Background: an optimization exercise with open tools, aiming at small area, a short achievable clock period and few clock cycles per item. Do not read the settings as production practice.
Where RTL was checked, it was by simulation tests only, not by an equivalence proof against the original.
No functional check of the RTL was part of run 4.
Power and IR drop assume default switching activity.

==> flow/design.v <==
module ddc_bit_reader (
    input  wire        clk,
    input  wire        rst,           
    input  wire        clr,           
    input  wire [14:0] chunk_size,
    input  wire        room,          
    output wire        fill,          
    output reg  [39:0] acc,
    output reg         src_req,
    output reg  [15:0] src_chunk,
    output reg  [14:0] src_off,
    input  wire        src_ack,
    input  wire [7:0]  src_data
);
    reg         flush;     
    wire        got     = src_req && src_ack;
    assign      fill    = got && !flush;
    wire [14:0] off_inc = src_off + 15'd1;
    wire        wrap    = (off_inc == chunk_size);
    always @(posedge clk) begin
        if (rst) begin
            flush     <= 1'b0;
            src_req   <= 1'b0;
            src_chunk <= 16'd0;
            src_off   <= 15'd0;
        end else if (clr) begin
            if (src_req && !src_ack) begin
                flush <= 1'b1;
            end else begin
                src_req   <= 1'b1;
                src_chunk <= 16'd0;
                src_off   <= 15'd0;
            end
        end else if (got) begin
            flush   <= 1'b0;
            src_req <= flush || room;
            if (flush) begin
                src_chunk <= 16'd0;
                src_off   <= 15'd0;
            end else if (wrap) begin
                src_off   <= 15'd0;
                src_chunk <= src_chunk + 16'd1;
            end else begin
                src_off   <= off_inc;
            end
        end else if (!src_req) begin
            src_req <= room;
        end
    end
    always @(posedge clk)
        if (fill) acc <= {acc[31:0], src_data};
endmodule
module ddc_decoder (
    input  wire        clk,
    input  wire        rst,               
    input  wire [1:0]  cfg_channels,      
    input  wire [5:0]  cfg_block_bits,    
    input  wire [5:0]  cfg_bpc0,          
    input  wire [5:0]  cfg_bpc1,
    input  wire [5:0]  cfg_bpc2,
    input  wire [5:0]  cfg_bpm0,          
    input  wire [5:0]  cfg_bpm1,
    input  wire [5:0]  cfg_bpm2,
    input  wire        cfg_high_adaptive,
    input  wire [14:0] cfg_chunk_size,    
    input  wire        cmd_valid,
    input  wire [1:0]  cmd_op,            
    input  wire [31:0] cmd_count,
    output reg         busy,
    output wire        src_req,
    output wire [15:0] src_chunk,
    output wire [14:0] src_off,
    input  wire        src_ack,
    input  wire [7:0]  src_data,
    output reg         frm_valid,
    output wire [63:0] frm_data,
    input  wire        frm_ready
);
    localparam P_RUN  = 2'd0,
               P_METH = 2'd1,
               P_BASE = 2'd2,
               P_CHAN = 2'd3;
    reg [1:0]  phase;
    reg [1:0]  c;
    reg        first_frame;
    reg [31:0] remaining;       
    reg        active;          
    reg [31:0] run_left;        
    reg        run_zero;        
    reg [5:0]  width  [0:2];
    reg [31:0] base   [0:2];
    reg        adapt  [0:2];
    reg [63:0] out_acc;
    reg [5:0]  cnt;             
    reg [5:0]  n_r;             
    reg signed [6:0] pos;       
    reg [5:0]  bpc_r;           
    reg        last_r;          
    wire cmd_acc    = cmd_valid && !busy;
    wire cmd_reset  = cmd_acc && (cmd_op == 2'd1);
    wire cmd_decode = cmd_acc && (cmd_op == 2'd2);
    assign frm_data = out_acc;
    function [5:0] bpc_of;
        input [1:0] i;
        bpc_of = (i == 2'd0) ? cfg_bpc0 : (i == 2'd1) ? cfg_bpc1 : cfg_bpc2;
    endfunction
    function [5:0] bpm_of;
        input [1:0] i;
        bpm_of = (i == 2'd0) ? cfg_bpm0 : (i == 2'd1) ? cfg_bpm1 : cfg_bpm2;
    endfunction
    wire        fill;
    wire [39:0] acc;
    reg         room;
    ddc_bit_reader u_reader (
        .clk(clk), .rst(rst), .clr(cmd_reset),
        .chunk_size(cfg_chunk_size), .room(room),
        .fill(fill), .acc(acc),
        .src_req(src_req), .src_chunk(src_chunk), .src_off(src_off),
        .src_ack(src_ack), .src_data(src_data)
    );
    wire        stall = (phase == P_CHAN) && frm_valid && !frm_ready;
    wire        step  = active && !pos[6] && !stall;
    wire [39:0] sh      = acc >> pos[5:0];
    wire [31:0] mask_n  = ~(32'hFFFFFFFF << n_r);            
    wire [31:0] mask_n1 = {1'b0, mask_n[31:1]};              
    wire [31:0] half    = mask_n ^ mask_n1;                  
    wire [31:0] field   = sh[31:0] & mask_n;
    wire [5:0]  top_i   = cnt - 6'd1;
    wire [63:0] acc_pad = {24'd0, acc};
    wire        r_top   = acc_pad[top_i];                    
    wire [6:0]  m       = field[6:0];
    wire [6:0]  bpc7    = {1'b0, bpc_r};
    wire        m_const = (m == bpc7);
    wire        m_high  = (m > bpc7);
    wire [6:0]  m_minus = m - bpc7;
    wire [5:0]  m_width = m_const ? 6'd0 : m_high ? m_minus[5:0] : m[5:0];
    wire        m_adapt = !m_const && (m != 7'd0) && (m_high ? cfg_high_adaptive : !cfg_high_adaptive);
    wire [31:0] base_c   = base[c];
    wire        adapt_c  = adapt[c];
    wire        no_read  = (n_r == 6'd0);
    wire [31:0] mask_bpc = ~(32'hFFFFFFFF << bpc_r);
    wire [31:0] hi_mask  = mask_bpc & ~mask_n1;
    wire [31:0] max_start = mask_bpc & ~mask_n;              
    wire        b_lo  = ((base_c & ~mask_n) == 32'd0) &&
                        (((base_c & half) == 32'd0) || ((base_c & mask_n1) == 32'd0));
    wire        b_hi  = ((base_c & hi_mask) == hi_mask) && ((base_c & mask_n1) != 32'd0);
    wire [31:0] op    = adapt_c ? ((sh[31:0] & mask_n1) | (~mask_n1 & {32{~r_top}})) : field;
    wire [31:0] sum   = base_c + op;
    wire [31:0] value = no_read ? base_c :
                        !adapt_c ? sum :
                        b_lo ? field :
                        b_hi ? (max_start | field) : sum;
    wire [63:0] shifted = (c == 2'd0) ? 64'd0 : (out_acc << bpc_r);
    wire [63:0] packd   = shifted | {32'd0, value};
    reg  [1:0]  phase_s, c_s;
    reg         first_s;
    reg  [5:0]  n_s;
    always @(*) begin
        phase_s = phase;
        c_s     = c;
        first_s = first_frame;
        n_s     = 6'd0;
        case (phase)
            P_RUN: begin
                phase_s = P_METH;
                c_s     = 2'd0;
                n_s     = cfg_bpm0;
            end
            P_METH: begin
                if (m_const) begin
                    if (last_r) begin
                        phase_s = P_CHAN;
                        c_s     = 2'd0;
                        first_s = 1'b1;
                        n_s     = ((c == 2'd0) || adapt[0]) ? 6'd0 : width[0];
                    end else begin
                        c_s = c + 2'd1;
                        n_s = bpm_of(c + 2'd1);
                    end
                end else begin
                    phase_s = P_BASE;
                    n_s     = bpc_r;
                end
            end
            P_BASE: begin
                if (last_r) begin
                    phase_s = P_CHAN;
                    c_s     = 2'd0;
                    first_s = 1'b1;
                    n_s     = adapt[0] ? 6'd0 : width[0];
                end else begin
                    phase_s = P_METH;
                    c_s     = c + 2'd1;
                    n_s     = bpm_of(c + 2'd1);
                end
            end
            default: begin
                if (last_r) begin
                    c_s     = 2'd0;
                    first_s = 1'b0;
                    if (run_zero) begin
                        phase_s = P_RUN;
                        n_s     = cfg_block_bits;
                    end else begin
                        n_s     = width[0];
                    end
                end else begin
                    c_s = c + 2'd1;
                    n_s = (first_frame && adapt[c + 2'd1]) ? 6'd0 : width[c + 2'd1];
                end
            end
        endcase
    end
    wire [6:0] pos_s   = pos - {1'b0, n_s};
    wire [6:0] pos_pre = step ? pos_s : pos;
    wire [5:0] cnt_pre = step ? pos[5:0] : cnt;
    wire [6:0] pos_nx  = pos_pre + (fill ? 7'd8 : 7'd0);
    wire [5:0] cnt_nx  = cnt_pre + (fill ? 6'd8 : 6'd0);
    always @(*) room = (cnt_nx <= 6'd32);
    wire complete = step && (phase == P_CHAN) && last_r;
    always @(posedge clk) begin
        if (rst || cmd_reset) begin
            phase  <= P_RUN;
            c      <= 2'd0;
            cnt    <= 6'd0;
            n_r    <= cfg_block_bits;
            pos    <= -{1'b0, cfg_block_bits};
            bpc_r  <= cfg_bpc0;
            last_r <= (cfg_channels <= 2'd1);
        end else begin
            cnt <= cnt_nx;
            pos <= pos_nx;
            if (step) begin
                phase  <= phase_s;
                c      <= c_s;
                n_r    <= n_s;
                bpc_r  <= bpc_of(c_s);
                last_r <= ({1'b0, c_s} + 3'd1 >= {1'b0, cfg_channels});
            end
        end
    end
    always @(posedge clk) begin
        if (rst) begin
            remaining <= 32'd0;
            active    <= 1'b0;
            busy      <= 1'b0;
            frm_valid <= 1'b0;
        end else begin
            if (cmd_decode) begin
                remaining <= cmd_count;
                active    <= (cmd_count != 32'd0);
                busy      <= (cmd_count != 32'd0);
            end else if (frm_valid && frm_ready && !active) begin
                busy <= 1'b0;
            end
            if (complete) begin
                remaining <= remaining - 32'd1;
                active    <= (remaining != 32'd1);
                frm_valid <= 1'b1;
            end else if (frm_valid && frm_ready) begin
                frm_valid <= 1'b0;
            end
        end
    end
    always @(posedge clk) begin
        if (step) begin
            first_frame <= first_s;
            case (phase)
                P_RUN: begin
                    run_left <= field;
                    run_zero <= (field == 32'd0);
                end
                P_METH: begin
                    width[c] <= m_width;
                    adapt[c] <= m_adapt;
                    if (m_const)
                        base[c] <= 32'd0;
                end
                P_BASE: begin
                    base[c] <= field;
                end
                default: begin
                    if (adapt_c && !no_read)
                        base[c] <= value;
                    out_acc <= packd;
                    if (last_r) begin
                        run_left <= run_left - 32'd1;
                        run_zero <= (run_left == 32'd1);
                    end
                end
            endcase
        end
    end
endmodule
==> flow/run.sh <==
#!/bin/bash
# synth_recipe.tcl (not shown) runs the flow's synth.tcl, then flattens the netlist and writes it again
# the make line also repeats each setting of config.mk as NAME=value (left out here)
make -C /OpenROAD-flow-scripts/flow DESIGN_CONFIG=/design/flow/config.mk WORK_HOME=/design/flow/orfs CLKGATE_MAP_FILE= SYNTH_SCRIPT=/design/flow/synth_recipe.tcl finish
==> flow/config.mk <==
export PLATFORM = sky130hd
export DESIGN_NAME = ddc_decoder
export DESIGN_NICKNAME = ddc_decoder
export VERILOG_FILES = /design/flow/design.v
export SDC_FILE = /design/flow/constraint.sdc
export NUM_CORES = 4
export LEC_CHECK = 0
export CAP_MARGIN = 20
export CORE_MARGIN = 2
export CORE_UTILIZATION = 40
export PLACE_DENSITY = 0.6
export SLEW_MARGIN = 20
==> flow/constraint.sdc <==
create_clock -name core_clock -period 12.0 [get_ports {clk}]
set_input_delay 2.4000 -clock core_clock [delete_from_list [all_inputs] [get_ports {clk}]]
set_output_delay 2.4000 -clock core_clock [all_outputs]
set_load 0.01 [all_outputs]
==> impl.org, run 1 <==
** Outcome
- The flow ran to the end and the layout has no timing, DRC or antenna violations.

** Global routing
- Via count of the first global-routing pass :: 25550
- Initial antenna violation count :: 2
- Overall routing resource usage :: 29.5%
- The first global-routing pass estimated 166000 µm of wire.
- Sum of overflow across all layers after global routing :: 0
- Entering global routing, the biggest net connects 80 pins.

** Worst setup path
- Type of the setup path with the least slack :: reg -> reg
- The most critical setup path has its endpoint at pos[6].
- For this design, the slowest cell found on the critical path is sky130_fd_sc_hd__clkinv_1.
- The worst setup path is launched from a flip-flop.
- R2r worst-path depth :: 28
- The worst register-to-register path ends at pos[6].
- Launching point of the worst reg2reg path :: pos[3]
- In this run the register-to-register setup slack is 4.22 ns.
- Start point of the critical path :: pos[3]
- Data on the critical path arrives at its endpoint at 8.24 ns.
- At the worst endpoint, the required time is 12.46 ns.
- Along the worst path, the maximum fanout reaches 38.
- For this run, the slowest stage of the critical path takes approximately 0.94 ns.
- STA classifies the critical path endpoint as a flip-flop.

** Routing
- In the routed layout, each cell is associated on average with a via count of between 6 and 7.
- Via total after detailed routing :: about 27000
- Before antenna repair, the detailed router went through 10 iterations.
- Once detail routing completed, the nets flagged for antenna violations numbered 0.
- Final routed DRC violation total :: 0
- In the final routed layout, each cell accounts on average for 25.7 µm.
- For this block, the initial DRC count from the detailed router was between 3000 and 4000.
- For this block, the routed nets add up to approximately 110000 µm of wire.

** Timing
- Largest clock skew in the final design :: 0.0421 ns
- For the pin with the worst max-slew slack, the measured transition is around 1.1 ns.
- Measured against its own limit, the worst slew margin works out to 23.8%.
- Total negative setup slack :: 0 ns
- In the finished design, the share of the clock period the worst path needs comes to 64.9%.
- Unrepaired setup endpoints after global routing :: false
- Max Clock Freq :: 128 MHz
- Hold Vio Cnt, Final :: 0
- Final setup margin :: 4.22 ns
- Pins over their slew limit :: 0
- Setup violations remaining at the end of the flow were counted as 0.
- Shortest clock period the worst path allows after layout :: 7.78 ns

** Floorplan
- Number of I/O pins :: 205
- The floorplan step set the die height to 270 µm.
- Area of the die :: ~0.073 mm²
- Placeable core region :: 0.0701 mm²
- Cell Rows :: 97
- Measured along the x axis, the die boundary spans 270 µm.
- Once the floorplan was initialized, standard cells occupied 40.4% of the core.

** Clocking
- Sinks on the clock net :: 355
- Root Buffer :: sky130_fd_sc_hd__clkbuf_16
- Post-CTS repair changed the size of 0 cells.
- Longest Clk Path Bufs :: 3
- Clock slew at the register clock pins of the worst setup and hold paths :: 0.06 ns
- Post-cts hold buffer count :: 0
- H-tree Lvls :: 2
- Clk Latency, worst-skew pair :: 0.61 ns
- Clock tree synthesis inserted a total of 44 buffers.
- Clock tree from TritonCTS :: yes
- In this run the post-CTS setup repair buffer count came out at 0.

** Synthesis
- Among all flip-flop cells after synthesis, the most frequent one is sky130_fd_sc_hd__edfxtp_1.
- For this run, the register share of the synthesized area comes to 34.6%.
- Yosys top cell area share :: 28.7%
- Unique cell type count in the Yosys netlist :: around 90
- Most area-hungry cell type in the Yosys netlist :: sky130_fd_sc_hd__edfxtp_1
- In the synthesized netlist the async set-or-reset flop fraction comes to 0%.
- Mapped Area :: 0.0283 mm²
- Syn nets :: 3462
- A synthesized cell averages 8.63 µm².
- Number of synthesized flops with an enable pin :: 271
- By instance count, the leading cell after synthesis is sky130_fd_sc_hd__nand2_1.
- Top post-synthesis cells by area :: sky130_fd_sc_hd__edfxtp_1, sky130_fd_sc_hd__mux4_2, sky130_fd_sc_hd__dfxtp_1
- Yosys printed 2 warnings.
- FF+latch count, synth :: 355
- Ranked by instance count, the synthesized netlist is headed by sky130_fd_sc_hd__nand2_1, sky130_fd_sc_hd__nor2_1, sky130_fd_sc_hd__edfxtp_1.
- In the synthesized netlist, the number of instances is 3284.

** Hold path
- Worst min-delay path class :: reg -> reg

** Layout
- Post-Layout Inst Area :: between 0.03 and 0.04 mm²
- In the final layout, the share of cells above drive strength 1 is about a tenth.
- In the final design database the tool counted 3555 nets.
- Relative to the synthesized area, the layout overhead comes to 15.4%.

** Placement
- During placement, the flow inserted port buffers numbering a little over 200.
- Half-perimeter wire length after detailed placement :: 82100 µm
- Cell area after placement :: 0.0312 mm²
- Setup slack after placement :: 4.42 ns
- GP Congestion :: 1.04

** Pwr
- Dividing total power by cell area gives a power density of 124 mW/mm².
- Worst voltage drop across the vdd grid :: 0.0858 mV
- Combinational share of power :: 32.1%
- Static Leakage :: about 11 nW
- The internal power of the cells totals 0.00264 W.
- Sw Share :: 34.7%
- Fraction of power consumed by the clock network :: about a third
- Sequential cells burn 34.2% of the power.
- Switching pwr :: 0.00141 W

** Run
- Max-cap violations in this run came to 0.
[area by class of cell]
type / instances / area [µm²]
tap: 940 / 1180
clock inverter: 25 / 272
sequential: 355 / 9820
antenna: 1 / 2.50
timing repair buffer: 280 / 2620
multi-input combinational: 2613 / 17300
fill: 6955 / 37400
clock buffer: 55 / 1190
inverter: 83 / 312
[worst min path at each step]
stage	startpoint	end	slack (ns)	cells past startpoint
2_1_floorplan	remaining[31]	remaining[31]	0.44	1
3_3_place_gp	remaining[31]	remaining[31]	0.45	1
3_5_place_dp	remaining[31]	remaining[31]	0.46	1
4_1_cts	remaining[31]	remaining[31]	0.47	1
5_1_grt	cnt[1]	cnt[1]	0.50	2
6_report	remaining[31]	remaining[31]	0.48	1
[metal layers]
metal  global-route usage [%]  share of wire, %
met1                     38.9                41
met2                     46.6                45
met4                     14.4               5.5
met5                        0             0.024
met3                     5.77               9.2
[placed cells by master, fill, tap and decap left out, types with 51 or more instances in the layout]
cell and instances:
sky130_fd_sc_hd__nand2_1 447, sky130_fd_sc_hd__nor2_1 332, sky130_fd_sc_hd__o21ai_0 249, sky130_fd_sc_hd__clkdlybuf4s50_1 203, sky130_fd_sc_hd__a21oi_1 235, sky130_fd_sc_hd__buf_4 75, sky130_fd_sc_hd__mux4_2 84, sky130_fd_sc_hd__a211oi_1 51
sky130_fd_sc_hd__mux2i_1 149, sky130_fd_sc_hd__nor3_1 99, sky130_fd_sc_hd__edfxtp_1 271, sky130_fd_sc_hd__ha_1 65, sky130_fd_sc_hd__xnor2_1 65, sky130_fd_sc_hd__inv_1 76, sky130_fd_sc_hd__dfxtp_1 82
[flip-flops by register name (all words and copies together), names as in the netlist, 3 cells and up, named ones only]
name and cells:
u_reader.src_off 15, base 96, n_r 6, pos 7
bpc_r 6, width 18, u_reader.src_chunk 16, adapt 3
cnt 6, out_acc 64, run_left 32, u_reader.acc 40
remaining 32
[worst max-delay path, delay by kind of cell (launching register included)]
| kind | cells | cell delay (ns) |
|---|---|---|
| AO/OA/AOI/OAI | 11 | 2.01 |
| XOR/XNOR | 2 | 0.29 |
| adder cells (fa/ha/maj) | 3 | 0.70 |
| buffers and inverters | 3 | 1.58 |
| flip-flops | 1 | 0.31 |
| multiplexers | 3 | 1.16 |
| AND/OR/NAND/NOR | 6 | 1.56 |
[power by group through the flow]
stage / clock network, W / logic [W] / registers [W]
2_1_floorplan: 0 / 0.000830 / 0.00141
3_3_place_gp: 0 / 0.00125 / 0.00141
3_5_place_dp: 0 / 0.00124 / 0.00141
4_1_cts: 0.00139 / 0.00125 / 0.00138
5_1_grt: 0.00143 / 0.00138 / 0.00139
6_report: 0.00137 / 0.00130 / 0.00138
[logic make-up (layout without fill, tap and decap cells)]
| group | count (synthesis) | in the layout | share of synthesized area, % |
|---|---|---|---|
| AO/OA/AOI/OAI | 947 | 947 | 21.2 |
| XOR/XNOR | 99 | 99 | 3.06 |
| adder cells (fa/ha/maj) | 71 | 71 | 3.24 |
| buffers and inverters | 316 | 443 | 4.35 |
| flip-flops | 355 | 355 | 34.6 |
| multiplexers | 281 | 281 | 13.8 |
| other | 0 | 1 | 0 |
| AND/OR/NAND/NOR | 1215 | 1215 | 19.6 |
[metrics by stage]
step	total power (W)	std cells	util, %	hold slack, ns
floorplan	0.00224	3284	-	0.438
global placement	0.00266	4270	44.5	0.454
detailed placement	0.00265	4270	44.5	0.459
CTS	0.00403	4350	46.6	0.471
global route	0.00420	4351	46.6	0.502
finish	0.00405	4352	46.6	0.476
Testbench counts, summed over its fixed seeds: cycles 99,862, frames 28,800.
==> run 2: changes to the inputs <==
--- a/flow/design.v
+++ b/flow/design.v
@@ -94,7 +94,11 @@
     reg [5:0]  cnt;             
     reg [5:0]  n_r;             
     reg signed [6:0] pos;       
+    reg [31:0] fld;             
+    reg        fld_top;         
+    reg        fld_ok;          
     reg [5:0]  bpc_r;           
+    reg [4:0]  bpc_m1;          
     reg        last_r;          
     wire cmd_acc    = cmd_valid && !busy;
     wire cmd_reset  = cmd_acc && (cmd_op == 2'd1);
@@ -119,15 +123,12 @@
         .src_ack(src_ack), .src_data(src_data)
     );
     wire        stall = (phase == P_CHAN) && frm_valid && !frm_ready;
-    wire        step  = active && !pos[6] && !stall;
-    wire [39:0] sh      = acc >> pos[5:0];
+    wire        step  = fld_ok && active && !stall;
     wire [31:0] mask_n  = ~(32'hFFFFFFFF << n_r);            
     wire [31:0] mask_n1 = {1'b0, mask_n[31:1]};              
     wire [31:0] half    = mask_n ^ mask_n1;                  
-    wire [31:0] field   = sh[31:0] & mask_n;
-    wire [5:0]  top_i   = cnt - 6'd1;
-    wire [63:0] acc_pad = {24'd0, acc};
-    wire        r_top   = acc_pad[top_i];                    
+    wire [31:0] field   = fld;                               
+    wire        r_top   = fld_top;
     wire [6:0]  m       = field[6:0];
     wire [6:0]  bpc7    = {1'b0, bpc_r};
     wire        m_const = (m == bpc7);
@@ -144,17 +145,38 @@
     wire        b_lo  = ((base_c & ~mask_n) == 32'd0) &&
                         (((base_c & half) == 32'd0) || ((base_c & mask_n1) == 32'd0));
     wire        b_hi  = ((base_c & hi_mask) == hi_mask) && ((base_c & mask_n1) != 32'd0);
-    wire [31:0] op    = adapt_c ? ((sh[31:0] & mask_n1) | (~mask_n1 & {32{~r_top}})) : field;
+    wire [31:0] op    = adapt_c ? ((fld & mask_n1) | (~mask_n1 & {32{~r_top}})) : field;
     wire [31:0] sum   = base_c + op;
-    wire [31:0] value = no_read ? base_c :
+    wire [31:0] value = (phase == P_METH) ? 32'd0 :
+                        (phase == P_BASE) ? field :
+                        no_read ? base_c :
                         !adapt_c ? sum :
                         b_lo ? field :
                         b_hi ? (max_start | field) : sum;
-    wire [63:0] shifted = (c == 2'd0) ? 64'd0 : (out_acc << bpc_r);
+    wire [63:0] out_sh1 = {out_acc[62:0], 1'b0};
+    wire [63:0] shifted = (c == 2'd0) ? 64'd0 : (out_sh1 << bpc_m1);
     wire [63:0] packd   = shifted | {32'd0, value};
     reg  [1:0]  phase_s, c_s;
     reg         first_s;
     reg  [5:0]  n_s;
+    reg  [5:0]  n_k, n_b;
+    always @(*) begin
+        n_k = n_b;
+        case (phase)
+            P_RUN:   n_b = cfg_bpm0;
+            P_METH: begin
+                n_b = bpc_r;
+                if (last_r)
+                    n_k = ((c == 2'd0) || adapt[0]) ? 6'd0 : width[0];
+                else
+                    n_k = bpm_of(c + 2'd1);
+            end
+            P_BASE:  n_b = last_r ? (adapt[0] ? 6'd0 : width[0]) : bpm_of(c + 2'd1);
+            default: n_b = last_r ? (run_zero ? cfg_block_bits : width[0]) :
+                           (first_frame && adapt[c + 2'd1]) ? 6'd0 : width[c + 2'd1];
+        endcase
+        if (phase != P_METH) n_k = n_b;
+    end
     always @(*) begin
         phase_s = phase;
         c_s     = c;
@@ -211,7 +233,18 @@
             end
         endcase
     end
-    wire [6:0] pos_s   = pos - {1'b0, n_s};
+    wire [6:0]  pos_k   = pos - {1'b0, n_k};
+    wire [6:0]  pos_b   = pos - {1'b0, n_b};
+    wire        is_k    = (phase == P_METH) && m_const;
+    wire [6:0]  pos_s   = is_k ? pos_k : pos_b;
+    wire [5:0]  n_cut   = fld_ok ? (is_k ? n_k : n_b) : n_r;
+    wire [31:0] mask_c  = ~(32'hFFFFFFFF << n_cut);
+    wire [6:0]  cut_pos = fld_ok ? pos_s : pos;
+    wire [6:0]  cut_top = fld_ok ? pos - 7'd1 : {1'b0, cnt} - 7'd1;
+    wire [39:0] cut     = acc >> cut_pos[5:0];
+    wire [63:0] acc_pad = {24'd0, acc};
+    wire        cut_msb = acc_pad[cut_top[5:0]];
+    wire        cut_ok  = !cut_pos[6];
     wire [6:0] pos_pre = step ? pos_s : pos;
     wire [5:0] cnt_pre = step ? pos[5:0] : cnt;
     wire [6:0] pos_nx  = pos_pre + (fill ? 7'd8 : 7'd0);
@@ -226,15 +259,23 @@
             n_r    <= cfg_block_bits;
             pos    <= -{1'b0, cfg_block_bits};
             bpc_r  <= cfg_bpc0;
+            bpc_m1 <= cfg_bpc0[4:0] - 5'd1;
             last_r <= (cfg_channels <= 2'd1);
+            fld_ok <= 1'b0;
         end else begin
             cnt <= cnt_nx;
             pos <= pos_nx;
+            if (step || !fld_ok) begin
+                fld     <= cut[31:0] & mask_c;
+                fld_top <= cut_msb;
+                fld_ok  <= cut_ok;
+            end
             if (step) begin
                 phase  <= phase_s;
                 c      <= c_s;
-                n_r    <= n_s;
+                n_r    <= is_k ? n_k : n_b;
                 bpc_r  <= bpc_of(c_s);
+                bpc_m1 <= bpc_of(c_s) - 6'd1;
                 last_r <= ({1'b0, c_s} + 3'd1 >= {1'b0, cfg_channels});
             end
         end
@@ -262,6 +303,12 @@
             end
         end
     end
+    wire base_we = (phase == P_METH) ? m_const :
+                   (phase == P_BASE) ? 1'b1 :
+                   (phase == P_CHAN) ? (adapt_c && !no_read) : 1'b0;
+    always @(posedge clk)
+        if (step && base_we)
+            base[c] <= value;
     always @(posedge clk) begin
         if (step) begin
             first_frame <= first_s;
@@ -273,15 +320,9 @@
                 P_METH: begin
                     width[c] <= m_width;
                     adapt[c] <= m_adapt;
-                    if (m_const)
-                        base[c] <= 32'd0;
-                end
-                P_BASE: begin
-                    base[c] <= field;
                 end
+                P_BASE: ;
                 default: begin
-                    if (adapt_c && !no_read)
-                        base[c] <= value;
                     out_acc <= packd;
                     if (last_r) begin
                         run_left <= run_left - 32'd1;
--- a/flow/config.mk
+++ b/flow/config.mk
@@ -7,6 +7,7 @@
 export LEC_CHECK = 0
 export CAP_MARGIN = 20
 export CORE_MARGIN = 2
-export CORE_UTILIZATION = 40
-export PLACE_DENSITY = 0.6
+export CORE_UTILIZATION = 55
+export PLACE_DENSITY = 0.7
+export SETUP_SLACK_MARGIN = 5
 export SLEW_MARGIN = 20
==> run 2 against run 1 <==
Still clean on timing, DRC and antenna; worst setup slack improved by 1.2 ns; sequential share of layout area up 2.5 points; synthesized area increased by 4.8%; sequential power increased by about 20%; maximum frequency up 19%; first-iteration DRC count rose by 21%; synthesized cell count down 0.46%; clock skew fell by 0.012 ns; cell count decreased by 6.1%; critical path type unchanged; highest routed layer is now met4.
==> impl.org, run 2 <==
** Outcome
- The flow ran to the end and the layout has no timing, DRC or antenna violations.

** Worst setup path
- Endpoint kind of the worst setup timing path :: flip-flop
- The delay of the slowest cell on the worst path was 0.93 ns (about the same).
- The cell family contributing the most delay on the critical path is compound AO/OA/AOI/OAI gates.
- The register-to-register setup slack was 5.46 ns (+1.24 ns).
- The number of buffers and inverters on the critical path came to 2 (-1).
- The required arrival time at the worst endpoint is 12.24 ns (-0.22 ns).
- Arrival @ worst endpoint :: 6.78 ns (-1.46 ns)
- R2r worst-path depth :: 12 (-57%)
- Launching element type of the critical path :: flip-flop
- On the critical path, the stage with the largest delay is an instance of sky130_fd_sc_hd__o32ai_1.
- CP most frequent cell :: sky130_fd_sc_hd__buf_4
- Ordered list of cells on the worst path :: buf_4 > buf_4 > nor2b_1 > a2111o_1 > o2111ai_1 > a2111oi_0 > nand4_1 > a211oi_2 > a22oi_2 > nor2_2 > nor2_1 > o32ai_1
- The critical-path maximum fanout was 49 (+29%).
- The critical path is of the reg -> reg type.
- Endpoint of the worst-slack reg-to-reg timing path :: base[1][3]

** Clocking
- TritonCTS built the clock tree.
- Sinks on the clock net :: 394 (+11%)
- The number of buffers inserted for hold repair after clock tree synthesis was 0 (unchanged).
- Clock slew at the register clock pins of the worst setup and hold paths :: 0.06 ns (about the same)
- The source-to-sink clock delay at the later pin of the worst-skew pair came to 0.61 ns (about the same).
- Root Buffer :: sky130_fd_sc_hd__clkbuf_16
- The post-CTS resize count is 0 (unchanged).
- Cts bufs inserted :: 44 (unchanged)
- Longest Clk Path Bufs :: 3 (unchanged)
- The H-tree depth came to 2 (unchanged).
- Setup repair bufs after CTS :: 0 (unchanged)

** Layout
- Area of all sequential standard cells :: 0.0110 mm² (+12%)
- Synthesis-to-finish area growth :: 13.5%
- Fillcell total :: 4486 (-35%)
- base holds more flip-flops than any other register.
- NumNets Final :: 3539 (-0.45%)
- The fraction of final layout cells with drive strength greater than 1 was 8.83% (-0.76 points).
- Post-Layout Inst Area :: 0.0337 mm² (+3.1%)
- Footprint of the multi-input gates :: 0.0176 mm² (+1.4%)
- Commonest non-fill, non-tap cell in the layout :: sky130_fd_sc_hd__nand2_1
- The final cell utilization of the core came to 62.9% (+16 points).
- The flip-flop count of the largest register, all copies and words added is 96 (unchanged).
- In the layout the commonest cells are sky130_fd_sc_hd__nand2_1, sky130_fd_sc_hd__edfxtp_1, sky130_fd_sc_hd__nor2_1.
- Largest registers :: base: 96 flops, out_acc: 64 flops, u_reader.acc: 40 flops

** Synthesis
- Most common flop cell mapped by yosys :: sky130_fd_sc_hd__edfxtp_1
- The yosys synthesis warning count is 2 (unchanged).
- Number of instances in the synthesized netlist :: 3269 (-0.46%)
- The post-synthesis average cell area was 9.09 µm² (+5.3%).
- FF+latch count, synth :: 394 (+11%)
- Number of synthesized flops with an enable pin :: 309 (+14%)
- The synthesized design spends more area on one cell type than any other, namely sky130_fd_sc_hd__edfxtp_1.
- Top post-synthesis cells by area :: sky130_fd_sc_hd__edfxtp_1, sky130_fd_sc_hd__mux2i_1, sky130_fd_sc_hd__dfxtp_1
- Sequential fraction of the synthesis area :: 37.0% (+2.3 points)
- By count the netlist is led by sky130_fd_sc_hd__nand2_1, sky130_fd_sc_hd__edfxtp_1, sky130_fd_sc_hd__nor2_1.
- Proportion of register bits with asynchronous set or reset after synthesis :: 0% (unchanged)
- Unique cell type count in the Yosys netlist :: 96 (+7.9%)
- Syn nets :: 3454 (-0.23%)
- In the post-synthesis netlist, the cell with the most instances is sky130_fd_sc_hd__nand2_1.
- The mapped cell area was 0.0297 mm² (+4.8%).
- Yosys top cell area share :: 31.2% (+2.5 points)

** Floorplan
- Area of the die :: 0.0559 mm² (-23%)
- Number of I/O pins :: 205 (unchanged)
- The core footprint came to 0.0536 mm² (-24%).
- The width of the die came to 236 µm (-13%).
- The vertical die dimension was 236 µm (-13%).
- Starting density of the core :: 55.4% (+15 points)
- Cell Rows :: 85 (-12%)

** Routing
- Average detailed-routed wire length per instance :: 29.3 µm (+14%)
- Average vias per placed instance :: 7.07 (+12%)
- The antenna violation net count after detailed routing is 0 (unchanged).
- The met3 wire length is 12600 µm (+22%).
- The wire length after detailed routing is 120000 µm (+7.0%).
- Met2 layer wire length in the routed design :: 54100 µm (+8.5%)
- The DRC violations left was 0 (unchanged).
- The routed length on met1 is 43700 µm (-4.0%).
- The length of the first detailed-routing pass in iterations is 9 (-1).
- The number of DRC markers in iteration 0 is 3659 (+21%).
- The vias after detailed routing is 28879 (+5.2%).
- Highest metal used :: met4

** Timing
- Largest clock skew in the final design :: 0.0296 ns (-0.0125 ns)
- The relative slew slack is 22.9% (-0.80 points).
- The final number of hold-violating endpoints came to 0 (unchanged).
- Least-Margin Pin Slew :: 1.15 ns (+0.0237 ns)
- Setup repair after global routing left no endpoint under its margin.
- Max Clock Freq :: 153 MHz (+19%)
- The sum of negative setup slack came to 0 ns (unchanged).
- The final critical-path required period was 6.54 ns (-1.24 ns).
- The share of the clock period used by the worst path after layout was 54.5% (-10 points).
- The final critical-path setup slack is 5.46 ns (+1.24 ns).
- Pins over their slew limit :: 0 (unchanged)
- Final setup viols :: 0 (unchanged)

** Global routing
- The via count of the first global-routing pass is 27612 (+8.1%).
- The global-route usage over all layers is 41.6% (+12 points).
- Largest net degree at the start of global routing :: 76 (-5.0%)
- Global-route wire length before repair :: 176000 µm (+5.6%)
- The total overflow reported by the global router was 0 (unchanged).
- Initial antenna violation count :: 1 (-1)

** Hold path
- Hold path start :: pos[6]
- The worst hold path belongs to the class reg -> reg.
- The cell depth of the worst hold path was 1 (unchanged).
- End point of the most critical hold path :: fld_ok

** Placement
- Count of buffers from port buffering :: 204 (unchanged)
- Cell area after placement :: 0.0323 mm² (+3.3%)
- The post-placement setup slack came to 5.10 ns (+0.682 ns).
- Half-perimeter wire length after detailed placement :: 87800 µm (+6.9%)
- GP Congestion :: 1.05 (+1.1%)

** Pwr
- Static Leakage :: 12.2 nW (+6.6%)
- The worst IR drop on VDD is 0.112 mV (+31%).
- The total power divided by cell area was 125 mW/mm² (+0.99%).
- Overall power consumption :: 0.00421 W (+4.1%)

** Run
- MaxCap Viol Count :: 0 (unchanged)
==> run 2: cell types whose count changed in the layout (fill, tap and decap cells not counted), moves of 24 or more <==
cell                       before  now
sky130_fd_sc_hd__nor3_1        99   75
sky130_fd_sc_hd__edfxtp_1     271  309
sky130_fd_sc_hd__a31oi_1       44   78
sky130_fd_sc_hd__mux2i_1      149  221
sky130_fd_sc_hd__o21ai_0      249  183
sky130_fd_sc_hd__a211oi_1      51   76
sky130_fd_sc_hd__nand2_1      447  363
sky130_fd_sc_hd__nor2_1       332  292
sky130_fd_sc_hd__nand3_1       46   81
==> run 2: cell type report <==
| cell class | count | area share [%] |
|---|---|---|
| clock inverters | 24 | 0.679 |
| flip-flops and latches | 394 | 32.6 |
| clock buffers | 56 | 3.55 |
| well taps | 696 | 2.58 |
| inverters | 93 | 1.04 |
| diodes | 2 | 0.0148 |
| multi-input cells | 2553 | 52.1 |
| repair buffers | 268 | 7.49 |
==> run 2: worst max path at each step <==
stage / start / cells past startpoint / endpoint / slack [ns]
finish: flip-flop / 12 / base[1][3] / 5.46
global route: bpc_r[3] / 18 / fld[12] / 5.43
CTS: cfg_bpm2[0] / 19 / fld[1] / 5.71
detailed placement: cfg_bpm2[0] / 19 / fld[1] / 5.10
global placement: cfg_bpm1[0] / 19 / fld[1] / 5.15
floorplan: cfg_bpm1[0] / 18 / fld[3] / 6.01
==> run 2: report_power, final <==
part | switching [W] | internal [W]
sequential | 0.0000869 | 0.00157
combinational | 0.000768 | 0.000431
clock | 0.000586 | 0.000773
total | 0.00144 | 0.00277
==> run 2: cells by family after synthesis <==
| logic type | count (synthesis) | synth area share [%] |
|---|---|---|
| flip-flops | 394 | 37.0 |
| AND/OR/NAND/NOR | 1089 | 17.1 |
| adder cells (fa/ha/maj) | 78 | 3.39 |
| AO/OA/AOI/OAI | 948 | 21.0 |
| multiplexers | 329 | 14.0 |
| XOR/XNOR | 109 | 3.26 |
| buffers and inverters | 322 | 4.26 |
==> run 2: per-stage QoR <==
| step | std cells | hold WS (ns) |
|---|---|---|
| 5_1_grt | 4084 | 0.507 |
| 3_3_place_gp | 4002 | 0.454 |
| 4_1_cts | 4082 | 0.482 |
| 2_1_floorplan | 3269 | 0.442 |
| 3_5_place_dp | 4002 | 0.469 |
| 6_report | 4086 | 0.479 |
==> run 2: routing by layer <==
layer / up-vias / track usage [%]
met5: - / 0
met4: 0 / 27.4
met3: 471 / 9.75
met2: 1987 / 65.5
met1: 13821 / 51.2
li1: 12600 / -
Testbench counts of run 2, summed over its fixed seeds: cycles 100,371, frames 28,800.
==> run 3: changes to the inputs <==
--- a/flow/config.mk
+++ b/flow/config.mk
@@ -7,7 +7,6 @@
 export LEC_CHECK = 0
 export CAP_MARGIN = 20
 export CORE_MARGIN = 2
-export CORE_UTILIZATION = 55
-export PLACE_DENSITY = 0.7
-export SETUP_SLACK_MARGIN = 5
+export CORE_UTILIZATION = 40
+export PLACE_DENSITY = 0.6
 export SLEW_MARGIN = 20
==> run 3 against run 2 <==
Non-clock buffer count rose by 13; global-route usage fell by 13 points; worst setup slack improved by 0.21 ns; register-to-register slack improved by 0.21 ns; critical path depth did not move; hold slack improved by 0.00063 ns; critical endpoint is now base[0][12]; clock skew fell by 0.0036 ns; first-iteration DRC count fell by 13%; still clean.
==> impl.org, run 3 <==
** Layout
- The total number of nets in the final design was 3554 (+0.42%).
- The largest registers in the layout are base: 96 flops, out_acc: 64 flops, u_reader.acc: 40 flops.
- Final core occ :: 46.9% (-16 points)
- Leaving out fill and tap cells, the most frequent cell in the layout is sky130_fd_sc_hd__nand2_1.
- The flip-flop count of the largest register, all copies and words added was 96 (unchanged).
- Largest Register :: base
- Commonest cells after routing, fill and taps aside :: sky130_fd_sc_hd__nand2_1, sky130_fd_sc_hd__edfxtp_1, sky130_fd_sc_hd__nor2_1
- The fraction of final layout cells with drive strength greater than 1 is 9.30% (+0.48 points).
- Synthesis-to-finish area growth :: 15.7%
- Count of placed standard cells in the final layout, fillers left out :: 4368 (+6.9%)

** Floorplan
- Cell Rows :: 99 (+16%)
- The vertical die dimension was 277 µm (+17%).
- Number of I/O pins :: 205 (unchanged)
- The width of the die came to 277 µm (+17%).
- Area of the die :: 0.0765 mm² (+37%)
- The starting utilization of the core area was 40.6% (-15 points).
- The core footprint was 0.0732 mm² (+37%).

** Worst setup path
- R2r worst-path depth :: 12 (unchanged)
- The critical-path maximum fanout was 21 (-57%).
- In this design, the largest share of critical-path delay is due to simple AND/OR/NAND/NOR gates.
- The most numerous cell type found on the critical path is sky130_fd_sc_hd__buf_4.
- The register-to-register setup slack came to 5.66 ns (+0.21 ns).
- The arrival time at the worst endpoint is 6.72 ns (-0.06 ns).
- Required time of the worst setup path :: 12.39 ns (+0.15 ns)
- Crit path max-delay cell type :: sky130_fd_sc_hd__edfxtp_1
- The delay of the slowest cell on the worst path was 0.89 ns (-0.04 ns).
- Ordered list of cells on the worst path :: buf_4 > inv_1 > o31ai_1 > nor3_1 > nor4_1 > nand4_1 > nor4bb_4 > buf_4 > and2_1 > o21ai_4 > a221o_1 > a221oi_2
- The setup path with the least slack is of type reg -> reg.
- Launching element type of the critical path :: flip-flop
- The number of buffers and inverters on the critical path came to 3 (+1).
- The startpoint identified for the worst register-to-register timing path is n_r[2].
- The worst setup path is captured at a flip-flop.
- Endpoint of the worst-slack reg-to-reg timing path :: base[0][12]

** Timing
- Period utilization :: 52.8% (-1.7 points)
- Total negative setup slack :: 0 ns (unchanged)
- The worst setup skew after layout came to 0.0260 ns (-0.00362 ns).
- The final number of hold-violating endpoints was 0 (unchanged).
- The maximum clock frequency is 158 MHz (+3.3%).
- The count of pins over their slew limit was 0 (unchanged).
- Setup repair after global routing left no endpoint under its margin.
- The transition at the pin with the smallest max-transition slack was 1.11 ns (-0.0390 ns).
- Final setup margin :: 5.66 ns (+0.206 ns)
- Shortest clock period the worst path allows after layout :: 6.34 ns (-0.206 ns)
- The setup-violating endpoint count in the final report is 0 (unchanged).
- Worst slew margin relative to its limit :: 24.7% (+1.7 points)

** Clocking
- The post-CTS setup buffer count came to 0 (unchanged).
- Number of instances resized during post-cts repair :: 0 (unchanged)
- Post-cts hold buffer count :: 0 (unchanged)
- The clock-pin slew of the registers on the worst-case setup and hold paths was 0.07 ns (about the same).
- Root Buffer :: sky130_fd_sc_hd__clkbuf_16
- Clock tree from TritonCTS :: yes
- Sinks on the clock net :: 394 (unchanged)
- H-tree Lvls :: 2 (unchanged)
- The source-to-sink clock delay at the later pin of the worst-skew pair came to 0.62 ns (about the same).
- The number of buffers inserted during clock tree synthesis came to 46 (+4.5%).
- The maximum clock insertion buffer count was 3 (unchanged).

** Placement
- GP Congestion :: 1.05 (+0.28%)
- Half-perimeter wire length after detailed placement :: 83100 µm (-5.4%)
- The number of input and output port buffers inserted was 204 (unchanged).
- The post-placement setup slack was 5.13 ns (+0.0237 ns).
- The number of cells in the design after placement came to 4277 (+6.9%).

** Routing
- The DRC violations left was 0 (unchanged).
- The post-detailed-route wirelength per cell came to 25.9 µm (-12%).
- The length of the first detailed-routing pass in iterations is 8 (-1).
- Via total after detailed routing :: 27818 (-3.7%)
- The average vias per placed instance is 6.37 (-9.9%).
- The number of DRC markers in iteration 0 was 3178 (-13%).
- The wire length after detailed routing was 113000 µm (-5.5%).
- The antenna violation net count after detailed routing was 0 (unchanged).

** Synthesis
- Most common flop cell mapped by yosys :: sky130_fd_sc_hd__edfxtp_1
- Commonest cells in the netlist :: sky130_fd_sc_hd__nand2_1, sky130_fd_sc_hd__edfxtp_1, sky130_fd_sc_hd__nor2_1
- Top post-synthesis cells by area :: sky130_fd_sc_hd__edfxtp_1, sky130_fd_sc_hd__mux2i_1, sky130_fd_sc_hd__dfxtp_1
- The share of flip-flops with an asynchronous set or reset is 0% (unchanged).
- The gate count of the mapped netlist came to 3269 (unchanged).
- The most common cell in the synthesized netlist is sky130_fd_sc_hd__nand2_1.
- The area fraction of the dominant cell type after synthesis came to 31.2% (unchanged).
- Mapped Area :: 0.0297 mm² (unchanged)
- Syn nets :: 3454 (unchanged)
- FF+latch count, synth :: 394 (unchanged)
- Number of synthesized flops with an enable pin :: 309 (unchanged)
- Synthesized area divided by synthesized cell count :: 9.09 µm² (unchanged)
- Yosys warns :: 2 (unchanged)
- Summed over all instances, the cell type with the most area after synthesis is sky130_fd_sc_hd__edfxtp_1.
- The number of distinct library cell variants in the gate-level netlist after synthesis came to 96 (unchanged).
- The share of synthesized area occupied by flip-flops and latches was 37.0% (unchanged).

** Global routing
- Via count of the first global-routing pass :: 26366 (-4.5%)
- Sum of overflow across all layers after global routing :: 0 (unchanged)
- The global-route wire length before repair is 169000 µm (-4.0%).
- The initial antenna violation count is 2 (+1).
- The largest net degree at the start of global routing is 74 (-2.6%).
- The global-route usage over all layers is 28.5% (-13 points).

** Pwr
- Power density over the cells :: 127 mW/mm² (+1.3%)
- Static Leakage :: 12.4 nW (+1.2%)
- Worst voltage drop across the vdd grid :: 0.0984 mV (-12%)
- Overall power consumption :: 0.00435 W (+3.3%)

** Hold path
- The path with the worst hold slack has its endpoint at cnt[1].
- Worst min-delay path class :: reg -> reg
- Hold path start :: cnt[1]
- The cell depth of the worst hold path was 2 (+1).

** Run
- MaxCap Viol Count :: 0 (unchanged)

** Outcome
- The run finished with no timing, DRC or antenna violations.
==> run 3: cell type report <==
| type | count | area (µm²) |
|---|---|---|
| Clock inverter | 35 | 468 |
| Tap cell | 959 | 1200 |
| Sequential cell | 394 | 11000 |
| Multi-Input combinational cell | 2553 | 17500 |
| Fill cell | 7018 | 38800 |
| Inverter | 93 | 349 |
| Antenna cell | 2 | 5.00 |
| Clock buffer | 51 | 1170 |
| Timing Repair Buffer | 281 | 2640 |
==> run 3: power by group <==
group / switching [W] / internal, W / total, W
clock: 0.000645 / 0.000891 / 0.00154
combinational: 0.000739 / 0.000436 / 0.00118
sequential: 0.0000725 / 0.00157 / 0.00164
==> run 3: kinds of logic after synthesis <==
group / after synthesis / synth area share, %
adders and majority gates: 78 / 3.39
AOI/OAI and AO/OA: 948 / 21.0
muxes: 329 / 14.0
buffers and inverters: 322 / 4.26
xor gates and xnor gates: 109 / 3.26
DFF: 394 / 37.0
and+or+nand+nor: 1089 / 17.1
==> run 3: per-stage QoR <==
stage / hold slack, ns / cell area, µm²
5_1_grt: 0.499 / 34400
6_report: 0.480 / 34400
3_5_place_dp: 0.458 / 32700
2_1_floorplan: 0.442 / 29700
4_1_cts: 0.477 / 34300
3_3_place_gp: 0.459 / 32700
==> run 3: worst max-delay path by stage <==
stage,from,endpoint,slack [ns],cells past startpoint
after floorplan,cfg_bpm1[0],fld[3],6.01,18
after global placement,cfg_bpm1[0],fld[1],5.16,19
after detailed placement,cfg_bpm1[0],fld[1],5.13,19
after CTS,cfg_bpm1[0],fld[1],5.77,19
after global routing,bpc_r[4],fld[1],5.20,20
final,n_r[2],base[0][12],5.66,12
==> run 3: worst reg2reg max path: stages, from the launching register on <==
cell,delay (ns)
sky130_fd_sc_hd__edfxtp_1,0.89
sky130_fd_sc_hd__buf_4,0.39
sky130_fd_sc_hd__inv_1,0.24
sky130_fd_sc_hd__o31ai_1,0.89
sky130_fd_sc_hd__nor3_1,0.12
sky130_fd_sc_hd__nor4_1,0.35
sky130_fd_sc_hd__nand4_1,0.19
sky130_fd_sc_hd__nor4bb_4,0.78
sky130_fd_sc_hd__buf_4,0.35
sky130_fd_sc_hd__and2_1,0.73
sky130_fd_sc_hd__o21ai_4,0.28
sky130_fd_sc_hd__a221o_1,0.47
sky130_fd_sc_hd__a221oi_2,0.42
==> run 3: metal layers <==
layer | up-vias | part of all wire (%) | GRT usage (%) | wire length (µm)
li1 | 12630 | - | - | -
met1 | 13362 | 42 | 39.0 | 48000
met2 | 1537 | 44 | 44.0 | 49500
met3 | 287 | 9.0 | 5.25 | 10200
met4 | 2 | 4.9 | 12.8 | 5490
met5 | - | 0.011 | 0 | 13
==> run 4: changes to the inputs <==
--- a/flow/design.v
+++ b/flow/design.v
@@ -16,7 +16,10 @@
     wire        got     = src_req && src_ack;
     assign      fill    = got && !flush;
     wire [14:0] off_inc = src_off + 15'd1;
-    wire        wrap    = (off_inc == chunk_size);
+    reg  [14:0] last_off;   
+    always @(posedge clk)
+        last_off <= chunk_size - 15'd1;
+    wire        wrap    = (src_off == last_off);
     always @(posedge clk) begin
         if (rst) begin
             flush     <= 1'b0;
@@ -104,13 +107,27 @@
     wire cmd_reset  = cmd_acc && (cmd_op == 2'd1);
     wire cmd_decode = cmd_acc && (cmd_op == 2'd2);
     assign frm_data = out_acc;
+    reg [5:0]  bpc0_q, bpc1_q, bpc2_q, bpm0_q, bpm1_q, bpm2_q, bb_q;
+    reg [1:0]  chans_q;
+    reg        ha_q;
+    always @(posedge clk) begin
+        bpc0_q  <= cfg_bpc0;
+        bpc1_q  <= cfg_bpc1;
+        bpc2_q  <= cfg_bpc2;
+        bpm0_q  <= cfg_bpm0;
+        bpm1_q  <= cfg_bpm1;
+        bpm2_q  <= cfg_bpm2;
+        bb_q    <= cfg_block_bits;
+        chans_q <= cfg_channels;
+        ha_q    <= cfg_high_adaptive;
+    end
     function [5:0] bpc_of;
         input [1:0] i;
-        bpc_of = (i == 2'd0) ? cfg_bpc0 : (i == 2'd1) ? cfg_bpc1 : cfg_bpc2;
+        bpc_of = (i == 2'd0) ? bpc0_q : (i == 2'd1) ? bpc1_q : bpc2_q;
     endfunction
     function [5:0] bpm_of;
         input [1:0] i;
-        bpm_of = (i == 2'd0) ? cfg_bpm0 : (i == 2'd1) ? cfg_bpm1 : cfg_bpm2;
+        bpm_of = (i == 2'd0) ? bpm0_q : (i == 2'd1) ? bpm1_q : bpm2_q;
     endfunction
     wire        fill;
     wire [39:0] acc;
@@ -135,7 +152,7 @@
     wire        m_high  = (m > bpc7);
     wire [6:0]  m_minus = m - bpc7;
     wire [5:0]  m_width = m_const ? 6'd0 : m_high ? m_minus[5:0] : m[5:0];
-    wire        m_adapt = !m_const && (m != 7'd0) && (m_high ? cfg_high_adaptive : !cfg_high_adaptive);
+    wire        m_adapt = !m_const && (m != 7'd0) && (m_high ? ha_q : !ha_q);
     wire [31:0] base_c   = base[c];
     wire        adapt_c  = adapt[c];
     wire        no_read  = (n_r == 6'd0);
@@ -163,7 +180,7 @@
     always @(*) begin
         n_k = n_b;
         case (phase)
-            P_RUN:   n_b = cfg_bpm0;
+            P_RUN:   n_b = bpm0_q;
             P_METH: begin
                 n_b = bpc_r;
                 if (last_r)
@@ -172,7 +189,7 @@
                     n_k = bpm_of(c + 2'd1);
             end
             P_BASE:  n_b = last_r ? (adapt[0] ? 6'd0 : width[0]) : bpm_of(c + 2'd1);
-            default: n_b = last_r ? (run_zero ? cfg_block_bits : width[0]) :
+            default: n_b = last_r ? (run_zero ? bb_q : width[0]) :
                            (first_frame && adapt[c + 2'd1]) ? 6'd0 : width[c + 2'd1];
         endcase
         if (phase != P_METH) n_k = n_b;
@@ -186,7 +203,7 @@
             P_RUN: begin
                 phase_s = P_METH;
                 c_s     = 2'd0;
-                n_s     = cfg_bpm0;
+                n_s     = bpm0_q;
             end
             P_METH: begin
                 if (m_const) begin
@@ -222,7 +239,7 @@
                     first_s = 1'b0;
                     if (run_zero) begin
                         phase_s = P_RUN;
-                        n_s     = cfg_block_bits;
+                        n_s     = bb_q;
                     end else begin
                         n_s     = width[0];
                     end
@@ -237,9 +254,9 @@
     wire [6:0]  pos_b   = pos - {1'b0, n_b};
     wire        is_k    = (phase == P_METH) && m_const;
     wire [6:0]  pos_s   = is_k ? pos_k : pos_b;
-    wire [5:0]  n_cut   = fld_ok ? (is_k ? n_k : n_b) : n_r;
+    wire [5:0]  n_cut   = fld_ok ? n_b : n_r;
     wire [31:0] mask_c  = ~(32'hFFFFFFFF << n_cut);
-    wire [6:0]  cut_pos = fld_ok ? pos_s : pos;
+    wire [6:0]  cut_pos = fld_ok ? pos_b : pos;
     wire [6:0]  cut_top = fld_ok ? pos - 7'd1 : {1'b0, cnt} - 7'd1;
     wire [39:0] cut     = acc >> cut_pos[5:0];
     wire [63:0] acc_pad = {24'd0, acc};
@@ -268,7 +285,7 @@
             if (step || !fld_ok) begin
                 fld     <= cut[31:0] & mask_c;
                 fld_top <= cut_msb;
-                fld_ok  <= cut_ok;
+                fld_ok  <= cut_ok && !(step && is_k);
             end
             if (step) begin
                 phase  <= phase_s;
@@ -276,7 +293,7 @@
                 n_r    <= is_k ? n_k : n_b;
                 bpc_r  <= bpc_of(c_s);
                 bpc_m1 <= bpc_of(c_s) - 6'd1;
-                last_r <= ({1'b0, c_s} + 3'd1 >= {1'b0, cfg_channels});
+                last_r <= ({1'b0, c_s} + 3'd1 >= {1'b0, chans_q});
             end
         end
     end
==> flow/flow/run.sh (new file) <==
#!/bin/bash
set -euo pipefail
MARGIN=$(cat flow/setup_margin)
sed -E "s/SETUP_SLACK_MARGIN=[0-9.]+/SETUP_SLACK_MARGIN=${MARGIN}/" standard.sh > standard_margin.sh
grep -q "SETUP_SLACK_MARGIN=${MARGIN}" standard_margin.sh
bash standard_margin.sh > make_flow.log 2>&1 || { tail -40 make_flow.log; exit 1; }
tail -5 make_flow.log
==> flow/flow/setup_margin (new file) <==
8
==> flow/standard.sh (new file) <==
#!/bin/bash
# synth_recipe.tcl (not shown) runs the flow's synth.tcl, then flattens the netlist and writes it again
# the make line also repeats each setting of config.mk as NAME=value (left out here)
make -C /OpenROAD-flow-scripts/flow DESIGN_CONFIG=/design/flow/config.mk WORK_HOME=/design/flow/orfs CLKGATE_MAP_FILE= SYNTH_SCRIPT=/design/flow/synth_recipe.tcl "${@:-finish}"
--- a/flow/config.mk
+++ b/flow/config.mk
@@ -9,4 +9,5 @@
 export CORE_MARGIN = 2
 export CORE_UTILIZATION = 40
 export PLACE_DENSITY = 0.6
+export SETUP_SLACK_MARGIN = 5
 export SLEW_MARGIN = 20
removed: flow/run.sh
==> run 4 against run 3 <==
Cell count is 13% higher; non-clock buffer count is 297 higher; count of clock-buffer cells in the layout is 12 higher; clock skew is 0.013 ns higher; sequential power is 15% higher; via count is 12% higher; wire length is 16% higher; core utilization is 7.4 points higher; register-to-register slack better by 1.7 ns; synthesized area is 4.8% higher; worst setup slack better by 1.7 ns; still clean.
==> impl.org, run 4 <==
** Global routing
- The via count of the first global-routing pass came to 28363 (+7.6%).
- The global-route wire length before repair was 186000 µm (+10%).
- The total overflow reported by the global router was 0 (unchanged).
- The global-route usage over all layers was 30.3% (+1.7 points).
- The largest net degree at the start of global routing came to 75 (+1.4%).
- The initial antenna violation count is 4 (+2).

** Floorplan
- Number of I/O pins :: 205 (unchanged)
- Cell Rows :: 102 (+3.0%)
- Die Y :: 283 µm (+2.3%)
- The width of the die was 283 µm (+2.3%).
- Placeable core region :: 0.0772 mm² (+5.5%)
- The total die area is 0.0801 mm² (+4.7%).
- Starting density of the core :: 40.3% (-0.25 points)

** Layout
- Commonest cells after routing, fill and taps aside :: sky130_fd_sc_hd__nand2_1, sky130_fd_sc_hd__nor2_1, sky130_fd_sc_hd__edfxtp_1
- More flip-flops sit in one register than any other, and that register is base.
- Ratio of cells with drive above 1 in the final layout :: 27.0% (+18 points)
- The final cell area excluding filler cells was 0.0419 mm² (+22%).
- In the final layout, the registers with the most flip-flops are base: 96 flops, out_acc: 64 flops, u_reader.acc: 40 flops.
- Flip-flop count of the largest register after layout :: 96 (unchanged)
- NumNets Final :: 4031 (+13%)
- Commonest non-fill, non-tap cell in the layout :: sky130_fd_sc_hd__nand2_1
- Synthesis-to-finish area growth :: 34.7%
- The filler cell count is 6862 (-2.2%).

** Synthesis
- FF+latch count, synth :: 454 (+15%)
- Number of synthesized flops with an enable pin :: 309 (unchanged)
- The post-synthesis average cell area was 9.17 µm² (+0.89%).
- The number of nets produced by synthesis was 3589 (+3.9%).
- Most common flop cell mapped by yosys :: sky130_fd_sc_hd__edfxtp_1
- sky130_fd_sc_hd__nand2_1 is the most common cell in the netlist.
- The yosys synthesis warning count came to 2 (unchanged).
- Number of instances in the synthesized netlist :: 3396 (+3.9%)
- The area fraction of the dominant cell type after synthesis came to 29.8% (-1.4 points).
- In the post-synthesis netlist, the biggest area contributors are sky130_fd_sc_hd__edfxtp_1, sky130_fd_sc_hd__dfxtp_1, sky130_fd_sc_hd__mux2i_1.
- The share of synthesized area occupied by flip-flops and latches came to 39.1% (+2.2 points).
- Proportion of register bits with asynchronous set or reset after synthesis :: 0% (unchanged)
- The number of distinct library cell variants in the gate-level netlist after synthesis was 98 (+2.1%).
- Mapped Area :: 0.0311 mm² (+4.8%)
- Commonest cells in the netlist :: sky130_fd_sc_hd__nand2_1, sky130_fd_sc_hd__nor2_1, sky130_fd_sc_hd__edfxtp_1
- Most area-hungry cell type in the Yosys netlist :: sky130_fd_sc_hd__edfxtp_1

** Worst setup path
- The worst setup path is captured at a flip-flop.
- The critical-path maximum fanout was 5 (-76%).
- Launching element type of the critical path :: flip-flop
- Arrival @ worst endpoint :: 4.98 ns (-1.74 ns)
- Required time of the worst setup path :: 12.35 ns (-0.04 ns)
- Type of the setup path with the least slack :: reg -> reg

** Pwr
- The net load switching power came to 0.00195 W (+34%).
- The sequential cell fraction of total power was 34.5% (-3.2 points).
- The internal power summed over all cells is 0.00349 W (+21%).
- The worst IR drop on VDD came to 0.118 mV (+20%).
- The power share of the clock group is 29.0% (-6.3 points).
- Sw Share :: 35.8% (+2.4 points)
- Static Leakage :: 15.8 nW (+27%)
- Power density over the cells :: 130 mW/mm² (+2.4%)
- The combinational cell fraction of total power is 36.5% (+9.5 points).

** Timing
- Final setup margin :: 7.37 ns (+1.71 ns)
- The count of pins over their slew limit came to 0 (unchanged).
- Max Clock Freq :: 216 MHz (+37%)
- Unrepaired setup endpoints after global routing :: true
- The relative slew slack came to 17.8% (-6.9 points).
- Total negative setup slack :: 0 ns (unchanged)
- The final critical-path required period was 4.63 ns (-1.71 ns).
- Final setup viols :: 0 (unchanged)
- The worst setup skew after layout is 0.0395 ns (+0.0134 ns).
- The final number of hold-violating endpoints came to 0 (unchanged).
- Least-Margin Pin Slew :: 1.23 ns (+0.116 ns)
- Worst hold margin :: 0.478 ns (-0.00213 ns)
- The share of the clock period used by the worst path after layout is 38.5% (-14 points).

** Clocking
- Sinks on the clock net :: 454 (+15%)
- Cts bufs inserted :: 51 (+11%)
- In this run the clock root is driven by a sky130_fd_sc_hd__clkbuf_16.
- Post-cts hold buffer count :: 0 (unchanged)
- The maximum clock insertion buffer count is 3 (unchanged).
- Clock tree from TritonCTS :: yes
- The clock-pin slew of the registers on the worst-case setup and hold paths is 0.06 ns (about the same).
- The source-to-sink clock delay at the later pin of the worst-skew pair is 0.63 ns (about the same).
- The H-tree depth is 2 (unchanged).

** Routing
- Average vias per placed instance :: 6.34 (-0.41%)
- Via total after detailed routing :: 31223 (+12%)
- Pre-antenna DRT Iters :: 9 (+1)
- Final routed DRC violation total :: 0 (unchanged)
- The number of DRC markers in iteration 0 is 3966 (+25%).
- Total length of routed wires :: 132000 µm (+16%)
- The antenna violation net count after detailed routing is 0 (unchanged).
- The post-detailed-route wirelength per cell is 26.8 µm (+3.3%).

** Run
- The reported max-cap violation count was 0 (unchanged).

** Placement
- The post-placement setup slack is 5.67 ns (+0.542 ns).
- Count of buffers from port buffering :: 204 (unchanged)
- Cell area after placement :: 0.0344 mm² (+5.2%)
- The post-DP HPWL is 86600 µm (+4.2%).
- GP Congestion :: 1.06 (+0.77%)

** Outcome
- Outcome :: complete, no violations

** Hold path
- Hold path start :: cnt[1]
- Worst min-delay path class :: reg -> reg
run 4: changes by cell type in the layout (fill, tap and decap cells not counted), moves of 31 or more:
cell,before,now
sky130_fd_sc_hd__dlygate4sd2_1,0,62
sky130_fd_sc_hd__o21ai_0,183,147
sky130_fd_sc_hd__a21oi_2,2,38
sky130_fd_sc_hd__a21oi_1,226,191
sky130_fd_sc_hd__a211oi_1,76,40
sky130_fd_sc_hd__buf_4,74,283
sky130_fd_sc_hd__clkdlybuf4s50_1,203,136
sky130_fd_sc_hd__buf_6,1,44
sky130_fd_sc_hd__dfxtp_1,83,127
sky130_fd_sc_hd__nand3_1,81,50
sky130_fd_sc_hd__mux2i_1,221,155
run 4: worst max-delay path, stage by stage, from the launching register on:
cell	delay (ns)
sky130_fd_sc_hd__dfxtp_4	0.35
sky130_fd_sc_hd__buf_12	0.14
sky130_fd_sc_hd__mux2i_4	0.20
sky130_fd_sc_hd__o21ai_4	0.28
sky130_fd_sc_hd__buf_12	0.18
sky130_fd_sc_hd__nand2_8	0.05
sky130_fd_sc_hd__o21ai_2	0.14
sky130_fd_sc_hd__o31ai_2	0.08
sky130_fd_sc_hd__ha_2	0.23
sky130_fd_sc_hd__fa_2	0.38
sky130_fd_sc_hd__a21o_1	0.20
sky130_fd_sc_hd__a31o_4	0.24
sky130_fd_sc_hd__a211oi_4	0.28
sky130_fd_sc_hd__buf_4	0.17
sky130_fd_sc_hd__buf_6	0.10
sky130_fd_sc_hd__nor4_4	0.05
sky130_fd_sc_hd__o211ai_1	0.19
sky130_fd_sc_hd__buf_4	0.18
sky130_fd_sc_hd__o31ai_2	0.07
sky130_fd_sc_hd__a21oi_2	0.20
sky130_fd_sc_hd__xor2_2	0.21
sky130_fd_sc_hd__a41oi_2	0.20
sky130_fd_sc_hd__o21bai_1	0.23
run 4: power by group through the flow:
stage               Combinational (W)  Sequential (W)  Clock, W
floorplan                    0.000956         0.00186         0
global placement              0.00139         0.00191         0
detailed placement            0.00138         0.00191         0
CTS                           0.00158         0.00187   0.00160
global route                  0.00207         0.00188   0.00166
finish                        0.00198         0.00188   0.00158
run 4: kinds of logic after synthesis:
kind of cell               Yosys count  share of synthesized area, %
buffers and inverters              317                          4.10
DFF                                454                          39.1
xor gates and xnor gates           128                          3.60
and+or+nand+nor                   1164                          17.1
AOI/OAI and AO/OA                  935                          19.6
muxes                              312                          12.9
adders and majority gates           86                          3.58
run 4: metrics by stage:
step	util, %	std cells	total power [W]
2_1_floorplan	-	3396	0.00281
4_1_cts	50.4	4771	0.00505
5_1_grt	54.3	4922	0.00560
6_report	54.3	4923	0.00544
3_5_place_dp	44.5	4488	0.00329
3_3_place_gp	44.5	4488	0.00329
run 4: area by class of cell:
class	instances	area (µm²)	area share [%]
Inverter	106	422	1.01
Clock buffer	63	1350	3.22
Sequential cell	454	12200	29.1
Antenna cell	2	5.00	0.0119
Clock inverter	33	317	0.755
Multi-Input combinational cell	2647	20700	49.4
Tap cell	1040	1300	3.10
Timing Repair Buffer	578	5630	13.4
run 4: timing repair:
item | in CTS | in global routing
setup buffers | 165 | 135
resized for setup | 348 | 382
endpoints found under the setup margin | 527 | 281
cloned | 22 | 15
pin swaps | 64 | 113
run 4: metal layers:
layer  up-vias  global-route usage, %  share of wire [%]
met5         -                      0              0.018
met4         4                   13.9                5.9
met2      1986                   46.5                 44
met3       489                   6.80                 11
li1      13651                      -                  -
met1     15093                   40.6                 39
run 4: worst paths after layout:
check,slack [ns],cells after the start,to
min,0.48,2,cnt[1]
min reg2reg,0.48,2,cnt[1]
max reg2reg,7.37,22,out_acc[28]
max,7.37,22,out_acc[28]

[port drivers added, routing unchanged]
In the flow no input, the clock included, has a driving cell. The finished layouts below were timed again as built, in two steps. Step 1: set_driving_cell puts a clkbuf_16 on clk and a buf_2 on each other input, an assumption about the parent block. Step 2 adds t to the input delays and takes it off the output delays; t is the mean of the earliest and latest rising clock arrival at the registers after step 1. Input paths then give back, and output paths get back, about the clock's delay inside the block. a / b / c = ideal / step 1 / step 2; a / b = the first two.
| run | t, ns | setup slack, ns | pins driven straight from the clock port |
|---|---|---|---|
| run 1 | 0.653 | 4.216 / 4.216 / 4.216 | 1 |
| run 2 | 0.662 | 5.457 / 5.457 / 4.983 | 1 |
| run 3 | 0.678 | 5.664 / 5.664 / 5.111 | 1 |
| run 4 | 0.686 | 7.375 / 7.375 / 7.375 | 1 |
After both steps every run listed still meets setup and hold. The setup slack of run 3, which loses most, moves by 0.000 ns with the drivers and by -0.553 ns with both steps.
